Background: an optimization exercise with open tools, aiming at small area. Do not read the settings as production practice. At most, simulation tests tie the RTL to the original design; equivalence was not proved. For run 4, only the layout was checked, not whether the RTL still works. No activity file was given, so power comes from the tool's default toggle rates.

**design/flow/design.v**
```verilog
module meter_core #(
    parameter [11:0] BASELINE   = 12'd2015,
    parameter        SHIFT_DC   = 2,
    parameter        SHIFT_FREQ = 3,
    parameter        SHIFT_PEAK = 3,
    parameter        SHIFT_RECT = 3,
    parameter [15:0] K_V        = 16'd825,
    parameter [31:0] K_F        = 32'd11059200,
    parameter [31:0] AVG_F_MIN  = 32'd1000,
    parameter [31:0] AVG_F_MAX  = 32'd1000000,
    parameter [7:0]  N_SETTLE   = 8'd1,
    parameter [3:0]  DP_FREQ    = 4'd0,
    parameter [3:0]  DP_ZTP     = 4'd4,
    parameter [3:0]  DP_PTP     = 4'd4,
    parameter [3:0]  DP_RMS     = 4'd4,
    parameter        T_TIMEOUT  = 64,
    parameter        T_BYTE_GAP = 4
) (
    input  wire        clk,
    input  wire        rst,
    input  wire        cmd_valid,
    input  wire [39:0] cmd,
    output wire        cmd_ready,
    output reg         rsp_valid,
    output wire [39:0] rsp,
    output reg  [7:0]  ser_data,
    output reg         ser_wr,
    input  wire        ser_done,
    output reg         stb
);
    localparam [3:0] OP_SAMPLE = 4'h1, OP_OVERFLOW = 4'h2, OP_CAPTURE = 4'h3,
                     OP_MODE   = 4'h4, OP_RENDER   = 4'h5, OP_TRANSMIT = 4'h6,
                     OP_DIGITS = 4'h7, OP_ERRDISP  = 4'h8, OP_SETUP    = 4'h9;
    localparam [2:0] M_DC = 3'd0, M_FREQ = 3'd1, M_ZTP = 3'd2, M_PTP = 3'd3, M_RMS = 3'd4;
    localparam [2:0] RC_OK = 3'd0, RC_RANGE = 3'd1, RC_TIMEOUT = 3'd2,
                     RC_NYV = 3'd3, RC_ILLEGAL = 3'd4;
    localparam [31:0] C_BASE  = 32'd2015;          
    localparam [31:0] C_NBASE = 32'h00000820;      
    localparam [31:0] C_R_HI  = 32'd260;           
    localparam [31:0] C_R_LO  = 32'd251;           
    localparam [31:0] C_NMIN  = ~32'd1000;
    localparam [31:0] C_MAX   = 32'd1000000;
    localparam [31:0] C_R0    = 32'd675;           
    localparam [9:0]  C_KV    = 10'b1100111001;    
    wire [3:0]  op  = cmd[39:36];
    wire [3:0]  aux = cmd[35:32];
    wire [31:0] arg = cmd[31:0];
    reg legal;
    always @(*) begin
        case (op)
            OP_SAMPLE:   legal = (aux == 4'd0) && (arg[31:12] == 20'd0);
            OP_OVERFLOW: legal = (aux == 4'd0) && (arg == 32'd0);
            OP_CAPTURE:  legal = (aux == 4'd0) && (arg[31:16] == 16'd0);
            OP_MODE:     legal = (aux == 4'd0) && (arg[31:3] == 29'd0) && (arg[2:0] <= 3'd4);
            OP_RENDER:   legal = (aux == 4'd0) && (arg == 32'd0);
            OP_TRANSMIT: legal = (aux == 4'd0) && (arg[31:16] == 16'd0);
            OP_DIGITS:   legal = (aux <= 4'd8);
            OP_ERRDISP:  legal = (aux == 4'd0) && (arg == 32'd0);
            OP_SETUP:    legal = (aux == 4'd0) && (arg == 32'd0);
            default:     legal = 1'b0;
        endcase
    end
    wire is_handler = legal && (op == OP_SAMPLE || op == OP_OVERFLOW || op == OP_CAPTURE);
    reg [4:0]  ph;
    reg [31:0] A, B, W;
    reg [2:0]  mode;
    reg [1:0]  cc;           
    reg        pol;
    reg        c0, c1, c2;   
    reg        cmp;          
    reg        d1;           
    reg        rneg;         
    reg        rng;          
    reg [2:0]  acc5;         
    reg        x0;           
    reg        bw, cy;       
    localparam [1:0] H_IDLE = 2'd0, H_P1 = 2'd1, H_P2 = 2'd2;
    reg [1:0]  hst;
    localparam [3:0] S_IDLE = 4'd0, S_LOAD = 4'd1, S_CLEAR = 4'd2, S_ZERO = 4'd3,
                     S_REND = 4'd4, S_FREQ = 4'd5, S_MOD = 4'd6, S_WAIT1 = 4'd7,
                     S_GAP1 = 4'd8, S_WAIT2 = 4'd9, S_GAP2 = 4'd10, S_DIV = 4'd11,
                     S_TOUT = 4'd12, S_NEXT = 4'd13;
    reg [3:0]  mst;
    reg        from_rst;
    reg [3:0]  pc;           
    reg [1:0]  kind;         
    reg [3:0]  dp;
    reg [3:0]  idx;
    reg [1:0]  cnt;
    reg        gotd;
    reg [2:0]  rc;
    reg        rdp;
    wire p31 = (ph == 5'd31);
    wire p0  = (ph == 5'd0);
    assign rsp = {1'b0, rc, 1'b0, rdp, 2'b00, 18'd0, W[13:0]};
    wire s_above = (arg[11:0] >= BASELINE);
    wire h_dc   = (op == OP_SAMPLE)   && (mode == M_DC);
    wire h_rms  = (op == OP_SAMPLE)   && (mode == M_RMS);
    wire h_pk   = (op == OP_SAMPLE)   && (mode == M_ZTP || mode == M_PTP);
    wire h_ovf  = (op == OP_OVERFLOW) && (mode == M_FREQ);
    wire h_cap  = (op == OP_CAPTURE)  && (mode == M_FREQ);
    wire h_nop  = !(h_dc || h_rms || h_pk || h_ovf || h_cap);
    wire h_two  = h_pk || h_cap;
    wire h_block = (mst == S_CLEAR) || (mst == S_REND) || (mst == S_FREQ);
    wire h_done  = (hst == H_IDLE && !h_block && h_nop) ||
                   (hst == H_P1 && !h_two) || (hst == H_P2);
    wire h_ready = p31 && is_handler && h_done;
    wire m_imm   = !legal || !(op == OP_TRANSMIT || op == OP_DIGITS);
    wire m_ready = p31 && !is_handler &&
                   ((mst == S_IDLE && m_imm) || mst == S_LOAD);
    assign cmd_ready = h_ready || m_ready;
    wire accept = cmd_valid && cmd_ready;
    reg  [4:0] aidx;
    always @(*) begin
        if (hst == H_P1 && h_dc)                    aidx = ph + 5'd2;
        else if (hst == H_P1 && (h_rms || h_cap))   aidx = ph + 5'd3;
        else                                        aidx = {1'b0, ph[3:0]} | {(!h_pk && ph[4]), 4'd0};
    end
    wire abit = arg[aidx];
    reg  pu, pv, pinit, pival, pen;
    wire c0e = pinit ? pival : c0;
    wire pa  = pu ^ pv ^ c0e;
    wire pco = (pu & pv) | (pu & c0e) | (pv & c0e);
    reg  ex, eap, eak, einit;
    wire c1e = einit ? 1'b0 : c1;
    wire c2e = einit ? 1'b1 : c2;
    wire es1 = ex ^ eap ^ c1e;
    wire ec1 = (ex & eap) | (ex & c1e) | (eap & c1e);
    wire es2 = es1 ^ ~eak ^ c2e;
    wire ec2 = (es1 & ~eak) | (es1 & c2e) | (~eak & c2e);
    wire [3:0] q   = ph[3:0];
    wire win_lo    = !ph[4] && (q < 4'd12);
    wire win_hi    =  ph[4] && (q < 4'd12);
    wire pk_ewin   = s_above ? win_lo : win_hi;    
    wire pk_swin   = s_above ? win_hi : win_lo;    
    reg [2:0] w5;
    always @(*) begin
        case (ph[1:0])
            2'd1: w5 = 3'd1;
            2'd2: w5 = 3'd2;
            2'd3: w5 = 3'd4;
            default: w5 = 3'd3;
        endcase
    end
    wire [3:0] acc_sum = {1'b0, acc5} + {1'b0, w5};
    wire [2:0] acc_add = (acc_sum >= 4'd5) ? (acc_sum[2:0] - 3'd5) : acc_sum[2:0];
    wire du   = (ph != 5'd31) ? W[1] : 1'b0;
    wire dm   = (ph < 5'd3) ? acc5[ph[1:0]] : 1'b0;
    wire bwe  = p0 ? 1'b0 : bw;
    wire dv   = du ^ dm ^ bwe;
    wire bwn  = (~du & dm) | (~(du ^ dm) & bwe);
    wire ym2  = (ph >= 5'd2) ? W[30] : 1'b0;
    wire cye  = p0 ? 1'b0 : cy;
    wire dy   = dv ^ ym2 ^ cye;
    wire cyn  = (dy & ym2) | (dy & cye) | (ym2 & cye);
    reg  xr;
    wire wold = (pc == 4'd0 || p0) ? 1'b0 : d1;
    wire kvb  = C_KV[4'd9 - pc];
    wire rm_s = wold ^ (kvb & xr) ^ (p0 ? 1'b0 : c1);
    wire rm_c = (wold & kvb & xr) | ((wold ^ (kvb & xr)) & (p0 ? 1'b0 : c1));
    wire dv_d   = rneg ? A[21] : ~A[21];
    wire dv_2r  = (ph == 5'd11) ? 1'b0 : d1;
    wire dv_ci  = (ph == 5'd11) ? ~rneg : c1;
    wire dv_s   = dv_2r ^ dv_d ^ dv_ci;
    wire dv_c   = (dv_2r & dv_d) | (dv_2r & dv_ci) | (dv_d & dv_ci);
    wire [3:0] ntrans = (kind == 2'd0) ? 4'd1 : (kind == 2'd1) ? 4'd8 :
                        (kind == 2'd2) ? 4'd4 : 4'd5;
    wire last_t = (idx == ntrans);
    reg nA, nB, nW;
    reg c0n, c1n, c2n, cmpn;
    always @(*) begin
        nA = A[0]; nB = B[0]; nW = W[0];
        pu = 1'b0; pv = 1'b0; pinit = p0; pival = 1'b0; pen = 1'b0;
        ex = 1'b0; eap = 1'b0; eak = 1'b0; einit = p0;
        xr = 1'b0;
        c0n = c0; c1n = c1; c2n = c2; cmpn = cmp;
        if (hst == H_P1 && h_dc) begin
            ex  = (ph < 5'd10) ? abit : 1'b0;
            eap = (ph >= 5'd2) ? A[0] : 1'b0;
            eak = (ph < 5'd10) ? A[2] : 1'b0;
            nA  = (ph < 5'd12) ? es2 : 1'b0;
            c1n = ec1; c2n = ec2;
        end
        if (hst == H_P1 && h_rms) begin
            pu  = s_above ? abit : ~abit;
            pv  = s_above ? C_R_HI[ph] : C_R_LO[ph];
            pival = s_above ? (arg[2:0] == 3'd7) : 1'b1;
            c0n = pco;
            ex  = (ph < 5'd9) ? pa : 1'b0;
            eap = (ph >= 5'd3) ? A[0] : 1'b0;
            eak = (ph < 5'd9) ? A[3] : 1'b0;
            nA  = (ph < 5'd12) ? es2 : 1'b0;
            c1n = ec1; c2n = ec2;
        end
        if (hst == H_P1 && h_cap) begin
            if (ph < 5'd13) begin
                pu = abit; pv = ~B[3];
            end else if (ph < 5'd21) begin
                pu = B[3]; pv = 1'b1;
            end else begin
                pu = 1'b0; pv = 1'b1;
            end
            pival = (arg[2:0] >= B[2:0]);
            c0n = pco;
            ex  = (ph < 5'd29) ? pa : 1'b0;
            eap = (ph >= 5'd3) ? A[0] : 1'b0;
            eak = (ph < 5'd29) ? A[3] : 1'b0;
            nA  = es2;
            c1n = ec1; c2n = ec2;
        end
        if (hst == H_P2 && h_cap) begin
            if (ph < 5'd16)      nB = abit;
            else if (ph < 5'd24) nB = 1'b0;
        end
        if (hst == H_P1 && h_ovf) begin
            pu = B[0]; pv = 1'b0;
            pinit = (ph == 5'd16); pival = 1'b1;
            if (ph[4] && !ph[3]) begin
                nB  = pa;
                c0n = pco;
            end
        end
        if (hst == H_P1 && h_pk) begin
            if (win_lo) begin
                cmpn = ((s_above ? abit : B[0]) & ~(s_above ? B[16] : abit)) |
                       (~((s_above ? abit : B[0]) ^ (s_above ? B[16] : abit)) & (p0 ? 1'b0 : cmp));
            end
        end
        if (hst == H_P2 && h_pk) begin
            einit = (q == 4'd0);
            if (pk_ewin) begin
                if (s_above ^ pol) begin
                    ex  = (q < 4'd9) ? B[3] : 1'b0;
                    eap = (q >= 4'd3) ? A[0] : 1'b0;
                    eak = (q < 4'd9) ? A[3] : 1'b0;
                    nA  = es2;
                    c1n = ec1; c2n = ec2;
                end
                nB = C_BASE[q];
            end
            if (pk_swin && cmp)
                nB = abit;
        end
        case (mst)
            S_LOAD:  nW = abit;
            S_CLEAR: begin nA = 1'b0; nB = 1'b0; nW = 1'b0; end
            S_ZERO, S_TOUT: nW = 1'b0;
            S_GAP2:  if (last_t) nW = 1'b0;
            S_DIV:   nW = dy;
            S_REND: begin
                case (mode)
                    M_ZTP: begin
                        pu = A[16]; pv = C_NBASE[ph]; pival = 1'b1;
                        if (ph < 5'd12) c0n = pco;
                        xr = (ph < 5'd12) ? pa : 1'b0;
                    end
                    M_PTP: begin
                        pu = A[16]; pv = ~A[0]; pival = 1'b1;
                        if (ph < 5'd12) c0n = pco;
                        xr = (ph < 5'd12) ? pa : 1'b0;
                    end
                    default: xr = (ph < 5'd12) ? A[0] : 1'b0;
                endcase
                if (pc == 4'd10) begin
                    nW = (ph < 5'd14 && !rng) ? ((mode == M_DC) ? W[10] : W[9]) : 1'b0;
                end else begin
                    nW  = rm_s;
                    c1n = rm_c;
                end
            end
            S_FREQ: begin
                if (pc == 4'd0) begin
                    pu = A[0]; pv = C_NMIN[ph]; pival = 1'b1;
                    c0n = pco;
                    cmpn = (A[0] & ~C_MAX[ph]) | (~(A[0] ^ C_MAX[ph]) & (p0 ? 1'b0 : cmp));
                    nW = (ph >= 5'd11 && ph < 5'd21) ? C_R0[ph - 5'd11] : 1'b0;
                end else if (pc == 4'd15) begin
                    if (p0)                nW = ~rneg;
                    else if (ph < 5'd11)   nW = d1;
                    else if (ph < 5'd14)   nW = B[13];
                    else                   nW = 1'b0;
                end else begin
                    if (ph < 5'd11) begin
                        nW = p0 ? ((pc == 4'd1) ? 1'b0 : ~rneg) : d1;
                    end else begin
                        nW  = dv_s;
                        c1n = dv_c;
                    end
                    if ((pc == 4'd2 || pc == 4'd3 || pc == 4'd4) && (ph == 5'd28 - {1'b0, pc}))
                        nB = ~rneg;
                end
            end
            default: ;
        endcase
    end
    always @(posedge clk) begin
        A  <= {nA, A[31:1]};
        B  <= {nB, B[31:1]};
        W  <= {nW, W[31:1]};
        c0 <= c0n; c1 <= c1n; c2 <= c2n; cmp <= cmpn;
        d1 <= W[0];
        if (mst == S_MOD) begin
            if (p0) begin
                acc5 <= 3'd0;
                x0   <= W[0];
            end else if (W[0]) begin
                acc5 <= acc_add;
            end
        end
        if (mst == S_DIV) begin
            bw <= bwn;
            cy <= cyn;
        end
        if (rst) begin
            ph        <= 5'd0;
            mode      <= M_DC;
            hst       <= H_IDLE;
            mst       <= S_CLEAR;
            from_rst  <= 1'b1;
            rsp_valid <= 1'b0;
            ser_wr    <= 1'b0;
            stb       <= 1'b1;
        end else begin
            ph        <= ph + 5'd1;
            rsp_valid <= 1'b0;
            ser_wr    <= 1'b0;
            if (p31) begin
                case (hst)
                    H_IDLE: if (cmd_valid && is_handler && !h_block && !h_nop) hst <= H_P1;
                    H_P1:   if (h_two) hst <= H_P2; else hst <= H_IDLE;
                    default: hst <= H_IDLE;
                endcase
                if (accept && is_handler) begin
                    if (h_cap)
                        cc <= (cc == 2'd2) ? 2'd2 : cc + 2'd1;
                    if (h_pk)
                        pol <= s_above;
                end
            end
            if (mst == S_WAIT1 || mst == S_WAIT2)
                if (ser_done) gotd <= 1'b1;
            if (p31) begin
                case (mst)
                    S_IDLE: begin
                        if (cmd_valid && !is_handler) begin
                            rdp <= 1'b0;
                            if (!legal) begin
                                rc  <= RC_ILLEGAL;
                                mst <= S_ZERO;
                            end else begin
                                case (op)
                                    OP_MODE: begin
                                        mode <= arg[2:0];
                                        rc   <= RC_OK;
                                        mst  <= S_CLEAR;
                                    end
                                    OP_RENDER: begin
                                        pc <= 4'd0;
                                        if (mode == M_FREQ) begin
                                            if (cc != 2'd2) begin
                                                rc  <= RC_NYV;
                                                mst <= S_ZERO;
                                            end else
                                                mst <= S_FREQ;
                                        end else
                                            mst <= S_REND;
                                    end
                                    OP_TRANSMIT, OP_DIGITS: mst <= S_LOAD;
                                    default: begin   
                                        kind   <= (op == OP_ERRDISP) ? 2'd2 : 2'd3;
                                        idx    <= 4'd1;
                                        stb    <= 1'b0;
                                        ser_wr <= 1'b1;
                                        cnt    <= 2'd0;
                                        gotd   <= 1'b0;
                                        mst    <= S_WAIT1;
                                    end
                                endcase
                            end
                        end
                    end
                    S_LOAD: begin
                        dp  <= aux;
                        idx <= 4'd1;
                        if (op == OP_TRANSMIT) begin
                            kind   <= 2'd0;
                            stb    <= 1'b0;
                            ser_wr <= 1'b1;
                            cnt    <= 2'd0;
                            gotd   <= 1'b0;
                            mst    <= S_WAIT1;
                        end else begin
                            kind <= 2'd1;
                            mst  <= S_MOD;
                        end
                    end
                    S_CLEAR: begin
                        cc  <= 2'd0;
                        pol <= 1'b0;
                        mst <= S_IDLE;
                        from_rst <= 1'b0;
                        if (!from_rst) rsp_valid <= 1'b1;
                    end
                    S_ZERO: begin
                        rsp_valid <= 1'b1;
                        mst <= S_IDLE;
                    end
                    S_REND: begin
                        if (pc == 4'd0)
                            rng <= (mode == M_ZTP || mode == M_PTP) && !c0;
                        pc <= pc + 4'd1;
                        if (pc == 4'd10) begin
                            rc  <= rng ? RC_RANGE : RC_OK;
                            rdp <= !rng;
                            rsp_valid <= 1'b1;
                            mst <= S_IDLE;
                        end
                    end
                    S_FREQ: begin
                        pc <= pc + 4'd1;
                        if (pc == 4'd0) begin
                            rneg <= 1'b0;
                            if (!pco || cmpn) begin
                                rc  <= RC_RANGE;
                                mst <= S_ZERO;
                            end
                        end else if (pc == 4'd15) begin
                            rc  <= RC_OK;
                            rsp_valid <= 1'b1;
                            mst <= S_IDLE;
                        end else begin
                            rneg <= dv_s;
                        end
                    end
                    S_MOD: begin
                        stb    <= 1'b0;
                        ser_wr <= 1'b1;
                        cnt    <= 2'd0;
                        gotd   <= 1'b0;
                        mst    <= S_WAIT1;
                    end
                    S_WAIT1, S_WAIT2: begin
                        if (gotd || ser_done) begin
                            gotd <= 1'b0;
                            mst  <= (mst == S_WAIT1) ? S_GAP1 : S_GAP2;
                        end else if (cnt == 2'd2) begin
                            mst <= S_TOUT;
                        end else
                            cnt <= cnt + 2'd1;
                    end
                    S_GAP1: begin
                        ser_wr <= 1'b1;
                        cnt    <= 2'd0;
                        gotd   <= 1'b0;
                        mst    <= S_WAIT2;
                    end
                    S_GAP2: begin
                        stb <= 1'b1;
                        if (last_t) begin
                            rc  <= RC_OK;
                            rsp_valid <= 1'b1;
                            mst <= S_IDLE;
                        end else begin
                            idx <= idx + 4'd1;
                            mst <= (kind == 2'd1) ? S_DIV : S_NEXT;
                        end
                    end
                    S_DIV: mst <= S_MOD;
                    S_NEXT: begin
                        stb    <= 1'b0;
                        ser_wr <= 1'b1;
                        cnt    <= 2'd0;
                        gotd   <= 1'b0;
                        mst    <= S_WAIT1;
                    end
                    S_TOUT: begin
                        stb <= 1'b1;
                        rc  <= RC_TIMEOUT;
                        rsp_valid <= 1'b1;
                        mst <= S_IDLE;
                    end
                    default: mst <= S_IDLE;
                endcase
            end
        end
    end
    wire vbyte = (mst == S_WAIT2);
    always @(*) begin
        case (kind)
            2'd0: ser_data = vbyte ? W[7:0] : W[15:8];
            2'd1: ser_data = vbyte ? {(idx == dp), 3'b000, acc5, x0} : {4'd0, idx};
            2'd2: begin
                if (!vbyte) ser_data = {4'd0, idx};
                else case (idx[1:0])
                    2'd1:    ser_data = 8'h0E;
                    2'd2:    ser_data = 8'h0D;
                    2'd3:    ser_data = 8'h0B;
                    default: ser_data = 8'h0C;
                endcase
            end
            default: begin
                case (idx[2:0])
                    3'd1:    ser_data = vbyte ? 8'h01 : 8'h0C;
                    3'd2:    ser_data = vbyte ? 8'hFF : 8'h09;
                    3'd3:    ser_data = vbyte ? 8'h07 : 8'h0B;
                    3'd4:    ser_data = vbyte ? 8'h08 : 8'h0A;
                    default: ser_data = vbyte ? 8'h00 : 8'h0F;
                endcase
            end
        endcase
    end
endmodule
```
**design/flow/run.sh**
```bash
#!/bin/bash
# synth_recipe.tcl (not shown) runs the flow's synth.tcl, then flattens the netlist and writes it again
# the make line also repeats each setting of config.mk as NAME=value (left out here)
make -C /OpenROAD-flow-scripts/flow DESIGN_CONFIG=/design/flow/config.mk WORK_HOME=/design/flow/orfs CLKGATE_MAP_FILE= SYNTH_SCRIPT=/design/flow/synth_recipe.tcl finish
```
**design/flow/config.mk**
```make
export PLATFORM = sky130hd
export DESIGN_NAME = meter_core
export DESIGN_NICKNAME = meter_core
export VERILOG_FILES = /design/flow/design.v
export SDC_FILE = /design/flow/constraint.sdc
export NUM_CORES = 4
export LEC_CHECK = 0
export CAP_MARGIN = 20
export CORE_MARGIN = 2
export CORE_UTILIZATION = 40
export SLEW_MARGIN = 20
```
**design/flow/constraint.sdc**
```tcl
create_clock -name core_clock -period 20.0 [get_ports {clk}]
set_input_delay 4.0000 -clock core_clock [delete_from_list [all_inputs] [get_ports {clk}]]
set_output_delay 4.0000 -clock core_clock [all_outputs]
set_load 0.01 [all_outputs]
```
==> results.sh, run 1 <==
export IMPL_grt_ovfl_total=0
export IMPL_grt_max_degree=37
export IMPL_slew_violations=0
export IMPL_coreArea_sq_um=20400
export IMPL_crit_arrival_ns=8.07
export IMPL_cts_tree="built"
export IMPL_rsz0062_at_grt="false"
export IMPL_cp_common_cell="clkdlybuf4s50_1"
export IMPL_final_hold_viol_count=0
export IMPL_vias=7006
export IMPL_pwr_share_seq_pct=45.3
export IMPL_fp_dieW_um=149
export IMPL_drc_errors=0
export IMPL_layout_nets=1069
export IMPL_cpPeakStageDelay_ns=1.13
export IMPL_clk_latency_ns=0.43
export IMPL_postLayoutCellArea_sq_um=9700
export IMPL_cts_setup_buffers=0
export IMPL_cts_root_buf="clkbuf_16"
export IMPL_drt_pass1_iterations=5
export IMPL_min_path_type="register to register"
export IMPL_start_util_pct=41.0
export IMPL_crit_fanout=18
export IMPL_yosys_register_bits=151
export IMPL_synthCells=939
export IMPL_ys_flop_type="dfxtp_1"
export IMPL_drtIter0Drc=678
export IMPL_start_kind="primary input"
export IMPL_internal_power_mw=0.507
export IMPL_pwr_share_clk_pct=45.5
export IMPL_num_io_pins=96
export IMPL_gp_congestion=0.918
export IMPL_drtAntennaViolNets=0
export IMPL_routed_wl_um=22700
export IMPL_final_cell_mix="dfxtp_1 (119), nand2_1 (93), nor2_1 (85)"
export IMPL_fp_dieH_um=149
export IMPL_avgSynthCellArea_sq_um=8.92
export IMPL_ir_drop_uv=49.2
export IMPL_power_density_nw_per_um2=71.5
export IMPL_p_sw_mw=0.187
export IMPL_yosysSeqAreaShare_pct=39.9
export IMPL_fmax_ghz=0.0828
export IMPL_dp_slack_ns=8.17
export IMPL_drive_above_1_share_pct=6.76
export IMPL_report_power_total_mw=0.693
export IMPL_cts_resized=0
export IMPL_final_common_cell="dfxtp_1"
export IMPL_r2r_slack_ns=13.21
export IMPL_synthesis_area_sq_um=8380
export IMPL_via_per_inst=5.56
export IMPL_area_growth_pct=15.7
export IMPL_worst_slack_ns=7.93
export IMPL_h_tree_depth=4
export IMPL_grt_first_pass_wirelength_um=35700
export IMPL_antenna_found_initial=0
export IMPL_hold_ws_ns=0.323
export IMPL_synthArstFlopShare_pct=0
export IMPL_crit_chain="clkdlybuf4s50_1, nand2b_1, a21o_1, a211oi_1, o21ai_0, a2111oi_0, o221ai_1, a31oi_1, clkdlybuf4s50_1"
export IMPL_fp_row_count=52
export IMPL_required_ns=16.00
export IMPL_fin_skew_ns=0.0103
export IMPL_fin_util_pct=47.5
export IMPL_power_frac_comb_pct=9.2
export IMPL_synth_edff_count=32
export IMPL_relSlewSlack_pct=10.5
export IMPL_maxCapViolCount=0
export IMPL_crit_slowest_cell="a2111oi_0"
export IMPL_worstMarginPinSlew_ns=1.31
export IMPL_clk_path_buf_depth=2
export IMPL_swShare_pct=26.9
export IMPL_synth_warnings=1
export IMPL_p_leak_nw=3.60
export IMPL_layout_min_cycle_time_ns=12.07
export IMPL_grt_pass1_vias=6546
export IMPL_antennaDiodeCount=0
export IMPL_cts_made_buffers=17
export IMPL_cts_sinks=151
export IMPL_io_buffers=73
export IMPL_dp_hpwl_um=16700
export IMPL_min_period_over_period_pct=60.4
export IMPL_fin_cells=1261
export IMPL_holdBufCountCts=0
export IMPL_cts_clk_slew_worst_paths_ns=0.07
export IMPL_criticalPathCategory="primary input to primary output"
export IMPL_avgRoutedWirePerCell_um=18.0
export IMPL_placed_cell_area_sq_um=9120
export IMPL_grt_usage_pct=20.7
export IMPL_dp_cells=1229
export IMPL_final_setup_tns_ns=0
export IMPL_finalSetupViolCount=0
export IMPL_yosysUniqueCellTypes=83
export IMPL_status="timing/DRC/antenna clean"
export IMPL_dieArea_sq_um=22100
export IMPL_setup_worst_path_end_class="primary output"
## cell usage after synthesis, drive strengths merged, types with 11 or more instances
| master | n | share of area (%) |
|---|---|---|
| nand3 | 23 | 1.4 |
| a211oi | 11 | 0.99 |
| buf | 47 | 4.1 |
| a31oi | 11 | 0.82 |
| xor2 | 13 | 1.4 |
| nor3 | 35 | 2.1 |
| nor2b | 13 | 0.97 |
| xnor2 | 13 | 1.4 |
| o21ai | 49 | 3.0 |
| a21oi | 54 | 3.2 |
| nor2 | 86 | 3.9 |
| mux2i | 22 | 2.6 |
| inv | 36 | 1.6 |
| edfxtp | 32 | 11 |
| clkbuf | 36 | 1.6 |
| nand2b | 17 | 1.3 |
| ha | 41 | 6.1 |
| nand2 | 93 | 4.2 |
| dfxtp | 119 | 28 |
| nor4 | 12 | 0.90 |
## per-layer routing
metal	share of wire [%]	vias to the layer above	GRT usage, %
met5	0	-	0
met4	2.1	0	6.48
met3	6.9	39	5.08
met2	45	289	32.3
met1	46	3261	28.3
li1	-	3417	-
## power by group through the flow
stage | Combinational [mW] | Sequential, mW | Clock [mW]
CTS | 0.0631 | 0.314 | 0.323
detailed placement | 0.0628 | 0.321 | 0
floorplan | 0.0460 | 0.319 | 0
finish | 0.0635 | 0.314 | 0.316
global route | 0.0701 | 0.314 | 0.334
global placement | 0.0622 | 0.321 | 0
## critical path: cells and delay by family
| kind | cells | cell delay, ns |
|---|---|---|
| AO/OA/AOI/OAI | 6 | 2.52 |
| AND/OR/NAND/NOR | 1 | 0.11 |
| buffers and inverters | 2 | 1.43 |
## cells by family (layout without fill, tap and decap cells)
group,count (synthesis),in the layout,synth area share (%)
AOI/OAI and AO/OA,215,215,17.5
xor gates and xnor gates,26,26,2.72
and+or+nand+nor,346,346,20.6
buffers and inverters,121,152,7.42
adders and majority gates,47,47,7.55
muxes,32,32,4.24
other,1,22,0.0447
DFF,151,151,39.9
## flip-flops by register name, indices dropped and copies added, names as in the netlist, 2 cells and up
name / count
idx: 4
ph: 5
mode: 3
pc: 4
cnt: 2
rc: 3
acc5: 3
kind: 2
dp: 4
B: 32
cc: 2
mst: 4
A: 32
hst: 2
W: 32
## final timing paths
path / start / end / cells after the start
worst max-delay path: cmd[36] / cmd_ready / 9
worst max register to register: ph[0] / A[31] / 17
worst min register to register: A[23] / A[22] / 0
worst min-delay path: A[23] / A[22] / 0
## cell type report
class / count / area [sq um]
sequential: 151 / 3340
multi-input combinational: 688 / 4490
clock inverter: 15 / 155
tap: 270 / 338
inverter: 38 / 143
clock buffer: 17 / 425
fill: 2008 / 10700
timing repair buffer: 82 / 798
==> run 2, diff against run 1 <==
--- a/design/flow/config.mk
+++ b/design/flow/config.mk
@@ -10,2 +10,3 @@
 export CORE_UTILIZATION = 40
+export CTS_BUF_LIST = sky130_fd_sc_hd__clkbuf_8
 export SLEW_MARGIN = 20
==> run 2 against run 1 <==
  * Synthesized cell count stayed put
  * Final area decreased by 2.0%
  * Worst setup slack worse by 0.017 ns
  * Still clean on timing, DRC and antenna
  * Sequential share of layout area grew 0.69 points
  * Sequential power about the same
  * Largest cell class unchanged
  * First-iteration DRC count fell by 9.3%
  * Sequential cell count did not move
  * Maximum frequency shrank 0.14%
  * Global-route usage shrank 0.086 points
  * Die area stayed put
  * Critical path type unchanged
  * Clock-buffer cell count unchanged
==> results.sh, run 2 <==
export IMPL_cp_common_cell="clkdlybuf4s50_1"
export IMPL_drtAntennaViolNets=0
export IMPL_layout_min_cycle_time_ns=12.09
export IMPL_synthesis_area_sq_um=8380
export IMPL_finalSetupViolCount=0
export IMPL_synthMuxAreaShare_pct=4.24
export IMPL_final_cell_mix="dfxtp_1 (119), nand2_1 (93), nor2_1 (85)"
export IMPL_p_sw_mw=0.177
export IMPL_hold_ws_ns=0.328
export IMPL_gp_congestion=0.918
export IMPL_critical_path_buf_inv_count=2
export IMPL_clk_latency_ns=0.46
export IMPL_fp_dieW_um=149
export IMPL_drive_above_1_share_pct=6.76
export IMPL_start_kind="primary input"
export IMPL_avgSynthCellArea_sq_um=8.92
export IMPL_cts_sinks=151
export IMPL_layout_nets=1069
export IMPL_cts_setup_buffers=0
export IMPL_synthXorXnorAreaFrac_pct=2.72
export IMPL_synth_top_family_by_area="simple AND/OR/NAND/NOR gates"
export IMPL_required_ns=16.00
export IMPL_ir_drop_uv=40.3
export IMPL_vias=6998
export IMPL_final_hold_viol_count=0
export IMPL_grt_first_pass_wirelength_um=35400
export IMPL_dieArea_sq_um=22100
export IMPL_status="timing/DRC/antenna clean"
export IMPL_synthArstFlopShare_pct=0
export IMPL_start_util_pct=41.0
export IMPL_synth_simple_gate_area_share_pct=20.6
export IMPL_cts_resized=0
export IMPL_crit_arrival_ns=8.09
export IMPL_holdBufCountCts=0
export IMPL_fp_row_count=52
export IMPL_dp_hpwl_um=16700
export IMPL_worstSetupStartpoint="cmd[36]"
export IMPL_final_setup_tns_ns=0
export IMPL_synthCells=939
export IMPL_antenna_found_initial=0
export IMPL_cts_tree="built"
export IMPL_power_frac_comb_pct=10.4
export IMPL_synthTopCellsByArea="dfxtp_1 (28%), edfxtp_1 (11%), ha_1 (6.1%)"
export IMPL_grt_max_degree=37
export IMPL_io_buffers=73
export IMPL_relSlewSlack_pct=10.9
export IMPL_pwr_share_clk_pct=38.1
export IMPL_synth_warnings=1
export IMPL_antennaDiodeCount=0
export IMPL_yosysSeqAreaShare_pct=39.9
export IMPL_pwr_share_seq_pct=51.5
export IMPL_crit_slowest_cell="a2111oi_0"
export IMPL_synth_fa_ha_area_share_pct=7.55
export IMPL_maxCapViolCount=0
export IMPL_worstMarginPinSlew_ns=1.30
export IMPL_min_period_over_period_pct=60.5
export IMPL_area_growth_pct=13.4
export IMPL_grt_usage_pct=20.6
export IMPL_cts_made_buffers=17
export IMPL_yosysUniqueCellTypes=83
export IMPL_crit_fanout=18
export IMPL_drc_errors=0
export IMPL_grt_pass1_vias=6525
export IMPL_cts_root_buf="clkbuf_8"
export IMPL_fmax_ghz=0.0827
export IMPL_synth_compound_area_share_pct=17.5
export IMPL_hold_start="B[14]"
export IMPL_placed_cell_area_sq_um=9120
export IMPL_drt_pass1_iterations=5
export IMPL_num_io_pins=96
export IMPL_postLayoutCellArea_sq_um=9510
export IMPL_min_path_type="register to register"
export IMPL_internal_power_mw=0.433
export IMPL_cts_clk_slew_worst_paths_ns=0.09
export IMPL_h_tree_depth=4
export IMPL_fp_dieH_um=149
export IMPL_yosys_area_top_type="dfxtp_1"
export IMPL_r2r_start="ph[0]"
export IMPL_synth_commonest_cells="dfxtp_1 (119), nand2_1 (93), nor2_1 (85), a21oi_1 (54), o21ai_0 (48)"
export IMPL_fin_skew_ns=0.0119
export IMPL_setup_worst_path_end_class="primary output"
export IMPL_via_per_inst=5.55
export IMPL_ys_flop_type="dfxtp_1"
export IMPL_routed_wl_um=22600
export IMPL_clk_path_buf_depth=2
export IMPL_crit_chain="clkdlybuf4s50_1, nand2b_1, a21o_1, a211oi_1, o21ai_0, a2111oi_0, o221ai_1, a31oi_1, clkdlybuf4s50_1"
export IMPL_power_density_nw_per_um2=64.2
export IMPL_slew_violations=0
export IMPL_p_leak_nw=3.52
export IMPL_avgRoutedWirePerCell_um=17.9
export IMPL_yosysMostFrequentCell="dfxtp_1"
export IMPL_rsz0062_at_grt="false"
export IMPL_top_regs="A (32), B (32), W (32)"
export IMPL_cpPeakStageDelay_ns=1.12
export IMPL_synth_edff_count=32
export IMPL_drtIter0Drc=615
export IMPL_coreArea_sq_um=20400
export IMPL_crit_family="compound AO/OA/AOI/OAI gates"
export IMPL_criticalPathCategory="primary input to primary output"
export IMPL_grt_ovfl_total=0
export IMPL_yosysTopAreaCellShare_pct=28.4
export IMPL_yosys_register_bits=151
export IMPL_swShare_pct=29.0
export IMPL_final_common_cell="dfxtp_1"
-- run 2: cell counts after synthesis --
No cell type changed its count.
-- run 2: power by group through the flow --
stage | Combinational, mW | Clock [mW] | Sequential [mW]
final | 0.0635 | 0.233 | 0.314
after global routing | 0.0700 | 0.250 | 0.314
after CTS | 0.0631 | 0.239 | 0.314
after detailed placement | 0.0628 | 0 | 0.321
after global placement | 0.0622 | 0 | 0.321
after floorplan | 0.0460 | 0 | 0.319
-- run 2: kinds of logic after synthesis --
logic type      after synthesis
compound gates              215
xor+xnor                     26
fa+ha+maj                    47
buf+inv                     121
flops                       151
mux                          32
other cells                   1
simple gates                346
-- run 2: stage by stage --
step                std cells  setup slack (ns)  total power [mW]  utilization, %
global route             1261              7.92             0.634            46.5
detailed placement       1229              8.17             0.384            44.6
global placement         1229              8.33             0.383            44.6
finish                   1261              7.91             0.610            46.5
CTS                      1261              8.13             0.616            46.5
floorplan                 960              9.94             0.365               -
-- run 2: cell type report --
cell class | count | area (sq um)
fill | 2025 | 10900
multi-input combinational | 688 | 4490
sequential | 151 | 3340
timing repair buffer | 82 | 798
tap | 270 | 338
clock buffer | 17 | 234
clock inverter | 15 | 155
inverter | 38 | 143
-- run 2: final timing paths --
kind                            cells past startpoint  slack [ns]         to
worst max-delay path                                9        7.91  cmd_ready
worst min register to register                      0        0.33      B[13]
worst max register to register                     17       13.27      A[31]
worst min-delay path                                0        0.33      B[13]
-- run 2: routing by layer --
metal / routed length (um) / share of wire, % / vias up / global-route usage [%]
li1: - / - / 3409 / -
met1: 10300 / 46 / 3250 / 28.1
met2: 10100 / 45 / 301 / 32.0
met3: 1670 / 7.4 / 38 / 4.98
met4: 519 / 2.3 / 0 / 7.10
met5: 0 / 0 / - / 0
-- run 2: worst register-to-register path: cells and delay by family, from the launching register on --
family	cells	cell delay, ns
muxes	1	0.60
AOI/OAI and AO/OA	9	2.20
adders and majority gates	4	2.00
and+or+nand+nor	2	0.66
buffers and inverters	1	0.33
DFF	1	0.89
==> run 3, diff against run 2 <==
--- a/design/flow/config.mk
+++ b/design/flow/config.mk
@@ -10,3 +10,5 @@
 export CORE_UTILIZATION = 40
-export CTS_BUF_LIST = sky130_fd_sc_hd__clkbuf_8
+export CTS_BUF_LIST = sky130_fd_sc_hd__clkbuf_4 sky130_fd_sc_hd__clkbuf_8
+export CTS_CLUSTER_DIAMETER = 30
+export CTS_CLUSTER_SIZE = 8
 export SLEW_MARGIN = 20
==> run 3 against run 2 <==
  * Still clean
  * Combinational power about the same
  * Sequential power about the same
  * Maximum frequency unchanged
  * Power unchanged
  * Worst setup slack unchanged
  * Sequential cell count unchanged
  * Synthesized area unchanged
  * Critical path type unchanged
  * Largest power group unchanged
==> results.sh, run 3 <==
export IMPL_vias=6998
export IMPL_start_kind="primary input"
export IMPL_avgRoutedWirePerCell_um=17.9
export IMPL_num_io_pins=96
export IMPL_final_common_cell="dfxtp_1"
export IMPL_final_cell_mix="dfxtp_1 (119), nand2_1 (93), nor2_1 (85)"
export IMPL_yosys_register_bits=151
export IMPL_drive_above_1_share_pct=6.76
export IMPL_ir_drop_uv=40.3
export IMPL_cts_sinks=151
export IMPL_grt_ovfl_total=0
export IMPL_required_ns=16.00
export IMPL_final_hold_viol_count=0
export IMPL_holdBufCountCts=0
export IMPL_yosys_area_top_type="dfxtp_1"
export IMPL_io_buffers=73
export IMPL_yosysUniqueCellTypes=83
export IMPL_cts_made_buffers=17
export IMPL_h_tree_depth=4
export IMPL_avgSynthCellArea_sq_um=8.92
export IMPL_drc_errors=0
export IMPL_cts_tree="built"
export IMPL_fin_util_pct=46.5
export IMPL_criticalPathCategory="primary input to primary output"
export IMPL_crit_arrival_ns=8.09
export IMPL_grt_usage_pct=20.6
export IMPL_coreArea_sq_um=20400
export IMPL_area_growth_pct=13.4
export IMPL_antenna_found_initial=0
export IMPL_min_period_over_period_pct=60.5
export IMPL_maxCapViolCount=0
export IMPL_cts_setup_buffers=0
export IMPL_min_path_type="register to register"
export IMPL_gp_congestion=0.918
export IMPL_drt_pass1_iterations=5
export IMPL_fp_dieW_um=149
export IMPL_cts_clk_slew_worst_paths_ns=0.09
export IMPL_worstMarginPinSlew_ns=1.30
export IMPL_hold_ws_ns=0.328
export IMPL_rsz0062_at_grt="false"
export IMPL_routed_wl_um=22600
export IMPL_crit_fanout=18
export IMPL_dp_hpwl_um=16700
export IMPL_dieArea_sq_um=22100
export IMPL_layout_min_cycle_time_ns=12.09
export IMPL_via_per_inst=5.55
export IMPL_top_regs="A (32), B (32), W (32)"
export IMPL_fp_row_count=52
export IMPL_synthesis_area_sq_um=8380
export IMPL_grt_first_pass_wirelength_um=35400
export IMPL_layout_nets=1069
export IMPL_drtAntennaViolNets=0
export IMPL_grt_pass1_vias=6525
export IMPL_clk_path_buf_depth=2
export IMPL_synthCells=939
export IMPL_fin_skew_ns=0.0119
export IMPL_yosysTopAreaCellShare_pct=28.4
export IMPL_power_density_nw_per_um2=64.2
export IMPL_drtIter0Drc=615
export IMPL_finalSetupViolCount=0
export IMPL_ys_flop_type="dfxtp_1"
export IMPL_placed_cell_area_sq_um=9120
export IMPL_grt_max_degree=37
export IMPL_status="timing/DRC/antenna clean"
export IMPL_synth_warnings=1
export IMPL_slew_violations=0
export IMPL_yosysMostFrequentCell="dfxtp_1"
export IMPL_synthArstFlopShare_pct=0
export IMPL_p_leak_nw=3.52
export IMPL_clk_latency_ns=0.46
export IMPL_synth_commonest_cells="dfxtp_1 (119), nand2_1 (93), nor2_1 (85), a21oi_1 (54), o21ai_0 (48)"
export IMPL_fmax_ghz=0.0827
export IMPL_fp_dieH_um=149
export IMPL_yosysSeqAreaShare_pct=39.9
export IMPL_postLayoutCellArea_sq_um=9510
export IMPL_antennaDiodeCount=0
export IMPL_setup_worst_path_end_class="primary output"
export IMPL_synthTopCellsByArea="dfxtp_1 (28%), edfxtp_1 (11%), ha_1 (6.1%)"
export IMPL_cts_root_buf="clkbuf_8"
export IMPL_cts_resized=0
export IMPL_start_util_pct=41.0
export IMPL_final_setup_tns_ns=0
export IMPL_synth_edff_count=32
export IMPL_relSlewSlack_pct=10.9
run 3: cell counts in the layout (fill, tap and decap cells not counted):
Identical to the previous run, type by type.
run 3: report_power, final:
group | switching [mW] | leakage [nW] | internal (mW)
Clock | 0.139 | 0.192 | 0.0938
Sequential | 0.00261 | 1.28 | 0.311
Combinational | 0.0354 | 2.04 | 0.0281
run 3: cells by family after synthesis:
group	synth area share (%)
AO/OA/AOI/OAI	17.5
AND/OR/NAND/NOR	20.6
multiplexers	4.24
adder cells (fa/ha/maj)	7.55
other	0.0447
XOR/XNOR	2.72
buffers and inverters	7.42
flip-flops	39.9
run 3: final cells by class:
class / instances / area, sq um
clock buffers: 17 / 234
well taps: 270 / 338
repair buffers: 82 / 798
inverters: 38 / 143
multi-input cells: 688 / 4490
clock inverters: 15 / 155
flip-flops and latches: 151 / 3340
fillers: 2025 / 10900
run 3: path summary, 6_finish.rpt:
check,start,endpoint,slack [ns],cells after the start
max,cmd[36],cmd_ready,7.91,9
min,B[14],B[13],0.33,0
max reg2reg,ph[0],A[31],13.27,17
min reg2reg,B[14],B[13],0.33,0
run 3: worst max-delay path, cell delays in order:
cell             delay (ns)
clkdlybuf4s50_1        0.88
nand2b_1               0.11
a21o_1                 0.20
a211oi_1               0.22
o21ai_0                0.13
a2111oi_0              1.12
o221ai_1               0.54
a31oi_1                0.32
clkdlybuf4s50_1        0.57
run 3: per-stage QoR:
stage / setup slack (ns) / std cells / total power [mW]
2_1_floorplan: 9.94 / 960 / 0.365
3_3_place_gp: 8.33 / 1229 / 0.383
3_5_place_dp: 8.17 / 1229 / 0.384
4_1_cts: 8.13 / 1261 / 0.616
5_1_grt: 7.92 / 1261 / 0.634
6_report: 7.91 / 1261 / 0.610
run 3: layer usage:
metal | vias up | global-route usage, % | share of wire, % | wire length [um]
li1 | 3409 | - | - | -
met1 | 3250 | 28.1 | 46 | 10300
met2 | 301 | 32.0 | 45 | 10100
met3 | 38 | 4.98 | 7.4 | 1670
met4 | 0 | 7.10 | 2.3 | 519
met5 | - | 0 | 0 | 0
==> run 4, diff against run 3 <==
--- a/design/flow/design.v
+++ b/design/flow/design.v
@@ -42,3 +42,3 @@
     localparam [31:0] C_MAX   = 32'd1000000;
-    localparam [31:0] C_R0    = 32'd675;           
+    localparam [31:0] C_R0S   = 32'd675 << 11;     
     localparam [9:0]  C_KV    = 10'b1100111001;    
@@ -72,5 +72,3 @@
     reg        rneg;         
-    reg        rng;          
     reg [2:0]  acc5;         
-    reg        x0;           
     reg        bw, cy;       
@@ -88,3 +86,2 @@
     reg [3:0]  idx;
-    reg [1:0]  cnt;
     reg        gotd;
@@ -94,3 +91,3 @@
     wire p0  = (ph == 5'd0);
-    assign rsp = {1'b0, rc, 1'b0, rdp, 2'b00, 18'd0, W[13:0]};
+    assign rsp = {ser_wr, rc, ser_wr, rdp, ser_wr, ser_wr, {18{ser_wr}}, W[13:0]};
     wire s_above = (arg[11:0] >= BASELINE);
@@ -264,3 +261,3 @@
                 if (pc == 4'd10) begin
-                    nW = (ph < 5'd14 && !rng) ? ((mode == M_DC) ? W[10] : W[9]) : 1'b0;
+                    nW = (ph < 5'd14 && !rneg) ? ((mode == M_DC) ? W[10] : W[9]) : 1'b0;
                 end else begin
@@ -275,3 +272,3 @@
                     cmpn = (A[0] & ~C_MAX[ph]) | (~(A[0] ^ C_MAX[ph]) & (p0 ? 1'b0 : cmp));
-                    nW = (ph >= 5'd11 && ph < 5'd21) ? C_R0[ph - 5'd11] : 1'b0;
+                    nW = C_R0S[ph];
                 end else if (pc == 4'd15) begin
@@ -288,3 +285,3 @@
                     end
-                    if ((pc == 4'd2 || pc == 4'd3 || pc == 4'd4) && (ph == 5'd28 - {1'b0, pc}))
+                    if ((pc == 4'd2 && ph == 5'd26) || (pc == 4'd3 && ph == 5'd25) || (pc == 4'd4 && ph == 5'd24))
                         nB = ~rneg;
@@ -304,3 +301,2 @@
                 acc5 <= 3'd0;
-                x0   <= W[0];
             end else if (W[0]) begin
@@ -373,3 +369,3 @@
                                         ser_wr <= 1'b1;
-                                        cnt    <= 2'd0;
+                                        pc     <= 4'd0;
                                         gotd   <= 1'b0;
@@ -388,3 +384,3 @@
                             ser_wr <= 1'b1;
-                            cnt    <= 2'd0;
+                            pc     <= 4'd0;
                             gotd   <= 1'b0;
@@ -409,7 +405,7 @@
                         if (pc == 4'd0)
-                            rng <= (mode == M_ZTP || mode == M_PTP) && !c0;
+                            rneg <= (mode == M_ZTP || mode == M_PTP) && !c0;
                         pc <= pc + 4'd1;
                         if (pc == 4'd10) begin
-                            rc  <= rng ? RC_RANGE : RC_OK;
-                            rdp <= !rng;
+                            rc  <= rneg ? RC_RANGE : RC_OK;
+                            rdp <= !rneg;
                             rsp_valid <= 1'b1;
@@ -437,3 +433,3 @@
                         ser_wr <= 1'b1;
-                        cnt    <= 2'd0;
+                        pc     <= 4'd0;
                         gotd   <= 1'b0;
@@ -445,6 +441,6 @@
                             mst  <= (mst == S_WAIT1) ? S_GAP1 : S_GAP2;
-                        end else if (cnt == 2'd2) begin
+                        end else if (pc[1:0] == 2'd2) begin
                             mst <= S_TOUT;
                         end else
-                            cnt <= cnt + 2'd1;
+                            pc <= pc + 4'd1;
                     end
@@ -452,3 +448,3 @@
                         ser_wr <= 1'b1;
-                        cnt    <= 2'd0;
+                        pc     <= 4'd0;
                         gotd   <= 1'b0;
@@ -471,3 +467,3 @@
                         ser_wr <= 1'b1;
-                        cnt    <= 2'd0;
+                        pc     <= 4'd0;
                         gotd   <= 1'b0;
@@ -490,3 +486,3 @@
             2'd0: ser_data = vbyte ? W[7:0] : W[15:8];
-            2'd1: ser_data = vbyte ? {(idx == dp), 3'b000, acc5, x0} : {4'd0, idx};
+            2'd1: ser_data = vbyte ? {(idx == dp), 3'b000, acc5, W[0]} : {4'd0, idx};
             2'd2: begin
==> design/flow/flow/run.sh (new file) <==
#!/bin/bash
set -euo pipefail
bash standard.sh finish "BUFFER_PORTS_ARGS=-buffer_cell sky130_fd_sc_hd__buf_1" > standard_flow.log 2>&1
==> design/flow/standard.sh (new file) <==
#!/bin/bash
# synth_recipe.tcl (not shown) runs the flow's synth.tcl, then flattens the netlist and writes it again
# the make line also repeats each setting of config.mk as NAME=value (left out here)
make -C /OpenROAD-flow-scripts/flow DESIGN_CONFIG=/design/flow/config.mk WORK_HOME=/design/flow/orfs CLKGATE_MAP_FILE= SYNTH_SCRIPT=/design/flow/synth_recipe.tcl "${@:-finish}"
==> design/flow/config.mk (replaced) <==
export PLATFORM = sky130hd
export DESIGN_NAME = meter_core
export DESIGN_NICKNAME = meter_core
export VERILOG_FILES = /design/flow/design.v
export SDC_FILE = /design/flow/constraint.sdc
export NUM_CORES = 4
export LEC_CHECK = 0
export ABC_AREA = 1
export CAP_MARGIN = 20
export CORE_MARGIN = 2
export CORE_UTILIZATION = 40
export SLEW_MARGIN = 20
removed: design/flow/run.sh
==> run 4 against run 3 <==
  * Combinational power shrank 9.3%
  * Maximum frequency is 20% higher
  * Register-to-register slack gained 0.53 ns
  * Sequential power decreased by 3%
  * Non-clock buffer count increased by 14
  * Sequential share of layout area grew 0.30 points
  * Wire length increased by 0.50%
  * Clock power rose by about 40%
  * Worst setup slack improved by 2.0 ns
  * Cell count is 15% higher
  * First-iteration DRC count down 3.3%
  * Synthesized area down 3.2%
==> results.sh, run 4 <==
export IMPL_cts_tree="built"
export IMPL_worstMarginPinSlew_ns=0.798
export IMPL_top_regs="A (32), B (32), W (32)"
export IMPL_io_buffers=95
export IMPL_fp_dieW_um=146
export IMPL_synth_warnings=1
export IMPL_hold_ws_ns=0.323
export IMPL_drive_above_1_share_pct=4.94
export IMPL_synth_simple_gate_area_share_pct=24.8
export IMPL_coreArea_sq_um=20000
export IMPL_p_leak_nw=4.02
export IMPL_drt_pass1_iterations=6
export IMPL_min_path_type="register to register"
export IMPL_routed_wl_um=22700
export IMPL_dieArea_sq_um=21400
export IMPL_synthArstFlopShare_pct=0
export IMPL_antennaDiodeCount=0
export IMPL_h_tree_depth=4
export IMPL_yosysSeqAreaShare_pct=39.7
export IMPL_cts_setup_buffers=0
export IMPL_ys_flop_type="dfxtp_1"
export IMPL_status="timing/DRC/antenna clean"
export IMPL_avgRoutedWirePerCell_um=15.7
export IMPL_num_io_pins=96
export IMPL_fp_row_count=52
export IMPL_drc_errors=0
export IMPL_drtAntennaViolNets=0
export IMPL_layout_nets=1250
export IMPL_cts_sinks=147
export IMPL_start_kind="primary input"
export IMPL_grt_ovfl_total=0
export IMPL_synth_edff_count=28
export IMPL_area_growth_pct=12.0
export IMPL_synth_top_family_by_area="simple AND/OR/NAND/NOR gates"
export IMPL_grt_max_degree=24
export IMPL_relSlewSlack_pct=46.4
export IMPL_holdBufCountCts=0
export IMPL_layout_min_cycle_time_ns=10.10
export IMPL_synth_fa_ha_area_share_pct=7.49
export IMPL_clk_path_buf_depth=2
export IMPL_grt_usage_pct=21.2
export IMPL_criticalPathCategory="primary input to primary output"
export IMPL_ir_drop_uv=62.3
export IMPL_fmax_ghz=0.0990
export IMPL_cpPeakStageDelay_ns=0.36
export IMPL_final_setup_tns_ns=0
export IMPL_yosysTopAreaCellShare_pct=29.4
export IMPL_vias=7448
export IMPL_final_hold_viol_count=0
export IMPL_clk_latency_ns=0.43
export IMPL_yosysUniqueCellTypes=51
export IMPL_finalSetupViolCount=0
export IMPL_crit_slowest_cell="nor2_1"
export IMPL_yosys_register_bits=147
export IMPL_yosysMostFrequentCell="nand2_1"
export IMPL_cts_resized=0
export IMPL_cts_made_buffers=17
export IMPL_synthesis_area_sq_um=8110
export IMPL_yosys_area_top_type="dfxtp_1"
export IMPL_maxCapViolCount=0
export IMPL_gp_congestion=0.957
export IMPL_cts_clk_slew_worst_paths_ns=0.06
export IMPL_final_common_cell="nand2_1"
export IMPL_crit_fanout=7
export IMPL_antenna_found_initial=0
export IMPL_crit_arrival_ns=6.10
export IMPL_slew_violations=0
export IMPL_grt_first_pass_wirelength_um=35800
export IMPL_avgSynthCellArea_sq_um=7.40
export IMPL_drtIter0Drc=595
export IMPL_seqCellArea_sq_um=3220
export IMPL_synthMuxAreaShare_pct=0
export IMPL_setup_worst_path_end_class="primary output"
export IMPL_crit_chain="buf_1, nand2_2, nor2_1, nor2_1, nand2_1, nand2_1, nand2_1, nand2_1, nand3_1, nand2_1, nand2_1, nand2_1, nand2_1, nor2_1, a311oi_1, buf_1"
export IMPL_fin_skew_ns=0.0109
export IMPL_dp_slack_ns=9.97
export IMPL_synthCells=1096
export IMPL_multiInputGateArea_sq_um=3840
export IMPL_synthTopCellsByArea="dfxtp_1 (29%), edfxtp_1 (10%), nand2_1 (9.8%)"
export IMPL_final_cell_mix="nand2_1 (211), inv_1 (179), nor2_1 (131)"
export IMPL_cp_common_cell="nand2_1"
export IMPL_dp_hpwl_um=17900
export IMPL_required_ns=16.00
export IMPL_min_period_over_period_pct=50.5
export IMPL_fill_cells=2095
export IMPL_synth_commonest_cells="nand2_1 (211), inv_1 (179), nor2_1 (131), dfxtp_1 (119), o21ai_0 (67)"
export IMPL_cts_root_buf="clkbuf_16"
export IMPL_start_util_pct=40.5
export IMPL_power_density_nw_per_um2=75.9
export IMPL_report_power_total_mw=0.690
export IMPL_rsz0062_at_grt="false"
export IMPL_fp_dieH_um=146
export IMPL_worst_slack_ns=9.90
export IMPL_via_per_inst=5.16
export IMPL_synthXorXnorAreaFrac_pct=1.08
export IMPL_grt_pass1_vias=6942
export IMPL_synth_compound_area_share_pct=13.9
run 4: through the flow:
stage | area, sq um | std cells | util [%]
after floorplan | 8110 | 1096 | -
after global placement | 8480 | 1412 | 42.3
after detailed placement | 8480 | 1412 | 42.3
after CTS | 9090 | 1444 | 45.3
after global routing | 9090 | 1444 | 45.3
final | 9090 | 1444 | 45.3
run 4: power by group:
group | switching [mW] | internal, mW
clock network | 0.136 | 0.191
registers | 0.00247 | 0.303
logic | 0.0390 | 0.0186
run 4: cell families after synthesis:
| kind of cell | count (synthesis) |
|---|---|
| simple gates | 467 |
| compound gates | 188 |
| xor+xnor | 10 |
| buf+inv | 239 |
| fa+ha+maj | 45 |
| flops | 147 |
run 4: per-layer routing:
| metal | vias to the layer above | GRT usage [%] | share of wire (%) | routed length (um) |
|---|---|---|---|---|
| li1 | 3686 | - | - | - |
| met4 | 0 | 7.77 | 2.3 | 532 |
| met2 | 270 | 34.9 | 46 | 10500 |
| met5 | - | 0 | 0 | 0 |
| met3 | 44 | 3.53 | 5.7 | 1290 |
| met1 | 3448 | 28.1 | 46 | 10400 |
run 4: final cells by class:
type | count | share of cell area (%)
Multi-Input combinational cell | 710 | 42.3
Sequential cell | 147 | 35.5
Inverter | 189 | 7.81
Clock buffer | 20 | 5.27
Timing Repair Buffer | 96 | 4.01
Tap cell | 270 | 3.72
Clock inverter | 12 | 1.43
run 4: worst paths after layout:
kind | from | end | depth (start not counted) | slack (ns)
min | B[18] | B[17] | 0 | 0.32
max | cmd[36] | cmd_ready | 16 | 9.90
max reg2reg | ph[0] | A[31] | 29 | 13.80
min reg2reg | B[18] | B[17] | 0 | 0.32
run 4: worst max-delay path, delay by kind of cell:
| kind | cells | cell delay, ns |
|---|---|---|
| AO/OA/AOI/OAI | 1 | 0.22 |
| AND/OR/NAND/NOR | 13 | 1.44 |
| buffers and inverters | 2 | 0.42 |
==> run 5, diff against run 4 <==
--- a/design/flow/design.v
+++ b/design/flow/design.v
@@ -66,3 +66,2 @@
     reg [2:0]  mode;
-    reg [1:0]  cc;           
     reg        pol;
@@ -120,4 +119,4 @@
     wire pco = (pu & pv) | (pu & c0e) | (pv & c0e);
-    reg  ex, eap, eak, einit;
-    wire c1e = einit ? 1'b0 : c1;
+    reg  ex, eap, eak, einit, e1val;
+    wire c1e = einit ? e1val : c1;
     wire c2e = einit ? 1'b1 : c2;
@@ -155,9 +154,2 @@
     wire kvb  = C_KV[4'd9 - pc];
-    wire rm_s = wold ^ (kvb & xr) ^ (p0 ? 1'b0 : c1);
-    wire rm_c = (wold & kvb & xr) | ((wold ^ (kvb & xr)) & (p0 ? 1'b0 : c1));
-    wire dv_d   = rneg ? A[21] : ~A[21];
-    wire dv_2r  = (ph == 5'd11) ? 1'b0 : d1;
-    wire dv_ci  = (ph == 5'd11) ? ~rneg : c1;
-    wire dv_s   = dv_2r ^ dv_d ^ dv_ci;
-    wire dv_c   = (dv_2r & dv_d) | (dv_2r & dv_ci) | (dv_d & dv_ci);
     wire [3:0] ntrans = (kind == 2'd0) ? 4'd1 : (kind == 2'd1) ? 4'd8 :
@@ -170,3 +162,3 @@
         pu = 1'b0; pv = 1'b0; pinit = p0; pival = 1'b0; pen = 1'b0;
-        ex = 1'b0; eap = 1'b0; eak = 1'b0; einit = p0;
+        ex = 1'b0; eap = 1'b0; eak = 1'b0; einit = p0; e1val = 1'b0;
         xr = 1'b0;
@@ -210,2 +202,4 @@
             else if (ph < 5'd24) nB = 1'b0;
+            else if (ph == 5'd28) nB = B[1];    
+            else if (ph == 5'd29) nB = 1'b1;    
         end
@@ -263,4 +257,6 @@
                 end else begin
-                    nW  = rm_s;
-                    c1n = rm_c;
+                    ex  = wold;
+                    eap = kvb & xr;
+                    nW  = es1;
+                    c1n = ec1;
                 end
@@ -282,4 +278,8 @@
                     end else begin
-                        nW  = dv_s;
-                        c1n = dv_c;
+                        ex    = (ph == 5'd11) ? 1'b0 : d1;
+                        eap   = rneg ? A[21] : ~A[21];
+                        einit = (ph == 5'd11);
+                        e1val = ~rneg;
+                        nW    = es1;
+                        c1n   = ec1;
                     end
@@ -329,4 +329,2 @@
                 if (accept && is_handler) begin
-                    if (h_cap)
-                        cc <= (cc == 2'd2) ? 2'd2 : cc + 2'd1;
                     if (h_pk)
@@ -355,3 +353,3 @@
                                         if (mode == M_FREQ) begin
-                                            if (cc != 2'd2) begin
+                                            if (!B[29]) begin    
                                                 rc  <= RC_NYV;
@@ -393,3 +391,2 @@
                     S_CLEAR: begin
-                        cc  <= 2'd0;
                         pol <= 1'b0;
@@ -427,3 +424,3 @@
                         end else begin
-                            rneg <= dv_s;
+                            rneg <= es1;
                         end
==> design/flow/flow/run.sh (replaced) <==
#!/bin/bash
# Own layout flow: the standard flow (standard.sh) with two changes.
#  1. Synthesis: the standard synthesis script (synth_recipe.tcl) with ORFS's
#     combinational ABC mapping script replaced by flow/area.abc (ABC &nf area
#     mapping). Registers are untouched, so they match the standard synthesis.
#  2. Placement: every input and output port still gets a buffer, made of the
#     smallest buffer cell (buf_1) instead of the default.
# Each step's full output goes to a log file in the work folder.
set -euo pipefail
W=$(pwd)
{
  head -n 1 synth_recipe.tcl
  sed "s#@AREA_ABC@#$W/flow/area.abc#" flow/abc_override.tcl
  tail -n +2 synth_recipe.tcl
} > "$W/own_synth.tcl"
bash standard.sh synth "SYNTH_SCRIPT=$W/own_synth.tcl" > "$W/flow_synth.log" 2>&1
bash standard.sh finish "BUFFER_PORTS_ARGS=-buffer_cell sky130_fd_sc_hd__buf_1" > "$W/flow_layout.log" 2>&1
==> design/flow/flow/abc_override.tcl (new file) <==
# Technology mapping with ABC's &nf area mapper instead of ORFS's abc_area.script.
# Only the combinational logic is remapped; registers are left as synthesized.
proc abc {args} {
  set i [lsearch -exact $args -script]
  if { $i >= 0 && [string match {*abc_area.script} [lindex $args [expr {$i + 1}]]] } {
    lset args [expr {$i + 1}] @AREA_ABC@
  }
  yosys abc {*}$args
}
==> design/flow/flow/area.abc (new file) <==
strash
&get -n
&fraig -x
&put
dc2
strash
dch
dc2
strash
&get -n
&dch -f
&nf -R 1000
&put
--- a/design/flow/config.mk
+++ b/design/flow/config.mk
@@ -11,2 +11,3 @@
 export CORE_UTILIZATION = 40
+export CTS_BUF_LIST = sky130_fd_sc_hd__clkbuf_8
 export SLEW_MARGIN = 20
==> run 5 against run 4 <==
  * Power is 15% lower
  * Worst hold slack better by 0.0021 ns
  * Maximum frequency is 6.0% lower
  * Combinational power is 9.2% lower
  * Sequential cell count is 2 lower
  * Critical path depth is 5 lower
  * Critical path type unchanged
  * Still clean on timing, DRC and antenna
  * Largest cell class unchanged
  * First-iteration DRC count is 3.9% higher
==> results.sh, run 5 <==
export IMPL_cts_tree="built"
export IMPL_cts_root_buf="clkbuf_8"
export IMPL_final_cell_mix="dfxtp_1 (119), nor2_1 (109), buf_1 (95)"
export IMPL_fp_dieW_um=139
export IMPL_fmax_ghz=0.0930
export IMPL_grt_first_pass_wirelength_um=33700
export IMPL_synth_commonest_cells="dfxtp_1 (119), nor2_1 (109), nand2_1 (79), a21oi_1 (58), o21ai_0 (56)"
export IMPL_ys_flop_type="dfxtp_1"
export IMPL_dieArea_sq_um=19300
export IMPL_drt_met1_wl_um=9490
export IMPL_gp_congestion=0.989
export IMPL_final_common_cell="dfxtp_1"
export IMPL_grt_max_degree=26
export IMPL_final_setup_tns_ns=0
export IMPL_synth_edff_count=26
export IMPL_grt_usage_pct=22.2
export IMPL_drt_pass1_iterations=7
export IMPL_min_period_over_period_pct=53.7
export IMPL_layout_min_cycle_time_ns=10.75
export IMPL_synthArstFlopShare_pct=0
export IMPL_synthTopCellsByArea="dfxtp_1 (33%), edfxtp_1 (11%), ha_1 (6.4%)"
export IMPL_antenna_found_initial=0
export IMPL_cpPeakStageDelay_ns=0.65
export IMPL_crit_chain="buf_1, or4_1, nor4_1, nand4_1, a22o_1, a21oi_1, a41o_1, nand2_1, o31ai_1, a31oi_1, buf_1"
export IMPL_slew_violations=0
export IMPL_crit_slowest_cell="or4_1"
export IMPL_antennaDiodeCount=0
export IMPL_synth_warnings=1
export IMPL_yosysMostFrequentCell="dfxtp_1"
export IMPL_power_frac_comb_pct=8.9
export IMPL_cts_setup_buffers=0
export IMPL_yosysUniqueCellTypes=62
export IMPL_fp_dieH_um=139
export IMPL_avgSynthCellArea_sq_um=8.83
export IMPL_via_per_inst=5.73
export IMPL_crit_arrival_ns=6.75
export IMPL_r2r_slack_ns=12.36
export IMPL_drtIter0Drc=618
export IMPL_crit_fanout=7
export IMPL_start_util_pct=40.7
export IMPL_critical_path_buf_inv_count=2
export IMPL_grt_pass1_vias=6145
export IMPL_drtAntennaViolNets=0
export IMPL_required_ns=16.00
export IMPL_dr_wl_met3_um=1580
export IMPL_h_tree_depth=4
export IMPL_power_density_nw_per_um2=72.6
export IMPL_crit_family="simple AND/OR/NAND/NOR gates"
export IMPL_yosysSeqAreaShare_pct=43.4
export IMPL_rsz0062_at_grt="false"
export IMPL_cts_sinks=145
export IMPL_top_layer="met4"
export IMPL_dp_hpwl_um=16000
export IMPL_cp_common_cell="buf_1"
export IMPL_vias=6583
export IMPL_r2r_end="A[31]"
export IMPL_drc_errors=0
export IMPL_cts_made_buffers=17
export IMPL_coreArea_sq_um=17900
export IMPL_cts_resized=0
export IMPL_yosys_area_top_type="dfxtp_1"
export IMPL_relSlewSlack_pct=29.9
export IMPL_start_kind="primary input"
export IMPL_status="timing/DRC/antenna clean"
export IMPL_io_buffers=95
export IMPL_min_path_type="register to register"
export IMPL_setup_worst_path_end_class="primary output"
export IMPL_yosysTopAreaCellShare_pct=32.7
export IMPL_holdBufCountCts=0
export IMPL_cts_clk_slew_worst_paths_ns=0.10
export IMPL_internal_power_mw=0.414
export IMPL_layout_nets=993
export IMPL_p_leak_nw=3.00
export IMPL_synthCells=825
export IMPL_maxCapViolCount=0
export IMPL_avgRoutedWirePerCell_um=18.5
export IMPL_area_growth_pct=11.3
export IMPL_pwr_share_seq_pct=51.0
export IMPL_yosys_register_bits=145
export IMPL_worstMarginPinSlew_ns=1.03
export IMPL_swShare_pct=29.7
export IMPL_drive_above_1_share_pct=4.35
export IMPL_worstSetupStartpoint="cmd[12]"
export IMPL_routed_wl_um=21300
export IMPL_met2WireLength_um=9610
export IMPL_clk_latency_ns=0.47
export IMPL_clk_path_buf_depth=2
export IMPL_synthesis_area_sq_um=7290
export IMPL_r2r_start="mode[0]"
export IMPL_top_regs="A (32), B (32), W (32)"
export IMPL_fp_row_count=49
export IMPL_ir_drop_uv=84.8
export IMPL_num_io_pins=96
export IMPL_pwr_share_clk_pct=40.1
export IMPL_grt_ovfl_total=0
export IMPL_timing_critical_path_to="cmd_ready"
export IMPL_reg2regPathDepth=27
export IMPL_cp_num_cells=11
export IMPL_final_hold_viol_count=0
export IMPL_p_sw_mw=0.175
export IMPL_fin_skew_ns=0.0157
export IMPL_criticalPathCategory="primary input to primary output"
export IMPL_finalSetupViolCount=0
export IMPL_hold_ws_ns=0.325
-- run 5: changes by cell type after synthesis, moves of 11 or more --
| cell | delta |
|---|---|
| nand3_1 | -29 |
| nor2b_1 | +12 |
| nand2_1 | -132 |
| and3_1 | +11 |
| inv_1 | -179 |
| nand2b_1 | +19 |
| o21ai_0 | -11 |
| nor2_1 | -22 |
| clkinv_1 | +28 |
-- run 5: worst min-delay path by stage --
stage | cells after the start | slack (ns) | from | end
after floorplan | 0 | 0.31 | A[1] | A[0]
after global placement | 0 | 0.31 | A[23] | A[22]
after detailed placement | 0 | 0.31 | B[22] | B[21]
after CTS | 0 | 0.32 | B[26] | B[25]
after global routing | 0 | 0.33 | B[18] | B[17]
final | 0 | 0.32 | B[26] | B[25]
-- run 5: layer usage --
layer / vias up / GRT usage [%]
li1: 3140 / -
met1: 3074 / 30.0
met2: 314 / 34.8
met3: 55 / 4.94
met4: 0 / 8.24
met5: - / 0
-- run 5: metrics by stage --
| stage | setup WS, ns | total power, mW | cells | utilization [%] | area (sq um) |
|---|---|---|---|---|---|
| after floorplan | 9.02 | 0.338 | 825 | - | 7290 |
| after global placement | 8.91 | 0.357 | 1117 | 43.0 | 7690 |
| after detailed placement | 8.80 | 0.358 | 1117 | 43.0 | 7690 |
| after CTS | 9.26 | 0.594 | 1149 | 45.3 | 8110 |
| after global routing | 8.62 | 0.613 | 1149 | 45.3 | 8110 |
| final | 9.25 | 0.589 | 1149 | 45.3 | 8110 |
-- run 5: layout make-up --
| type | instances | area, sq um |
|---|---|---|
| clock buffers | 17 | 234 |
| clock inverters | 15 | 183 |
| fillers | 1773 | 9790 |
| inverters | 33 | 124 |
| multi-input cells | 610 | 3730 |
| flip-flops and latches | 145 | 3160 |
| well taps | 229 | 287 |
| repair buffers | 100 | 394 |
-- run 5: power by group through the flow --
stage | Combinational, mW | Sequential, mW | Clock [mW]
4_1_cts | 0.0515 | 0.300 | 0.242
2_1_floorplan | 0.0323 | 0.306 | 0
3_3_place_gp | 0.0504 | 0.307 | 0
5_1_grt | 0.0581 | 0.300 | 0.254
3_5_place_dp | 0.0511 | 0.307 | 0
6_report | 0.0523 | 0.300 | 0.236
-- run 5: cell families (layout without fill, tap and decap cells) --
family	count (synthesis)	after routing	synth area share (%)
AO/OA/AOI/OAI	204	204	17.7
XOR/XNOR	14	14	1.68
adder cells (fa/ha/maj)	42	42	7.73
buffers and inverters	70	165	5.51
flip-flops	145	145	43.4
multiplexers	13	13	2.18
AND/OR/NAND/NOR	337	337	21.8

what the ideal ports hide:
Ports are ideal in the flow. The routed layouts listed here were re-timed in OpenROAD. Step 1, drivers: a clkbuf_16 drives clk and a buf_2 each remaining input, both assumed. Step 2 also shifts input and output timing later by t, the mid clock arrival at the registers, as if the neighbouring blocks saw the same clock. a / b / c = no drivers / after step 1 / after step 2; a / b = the first two.
| run | shift t [ns] | slack for setup (ns) |
|---|---|---|
| run 1 | 0.467 | 7.927 / 7.902 / 7.902 |
| run 2 | 0.499 | 7.909 / 7.885 / 7.885 |
| run 3 | 0.499 | 7.909 / 7.885 / 7.885 |
| run 4 | 0.469 | 9.903 / 9.880 / 9.880 |
| run 5 | 0.497 | 9.253 / 9.234 / 8.804 |
After both steps every run listed still meets setup and hold.
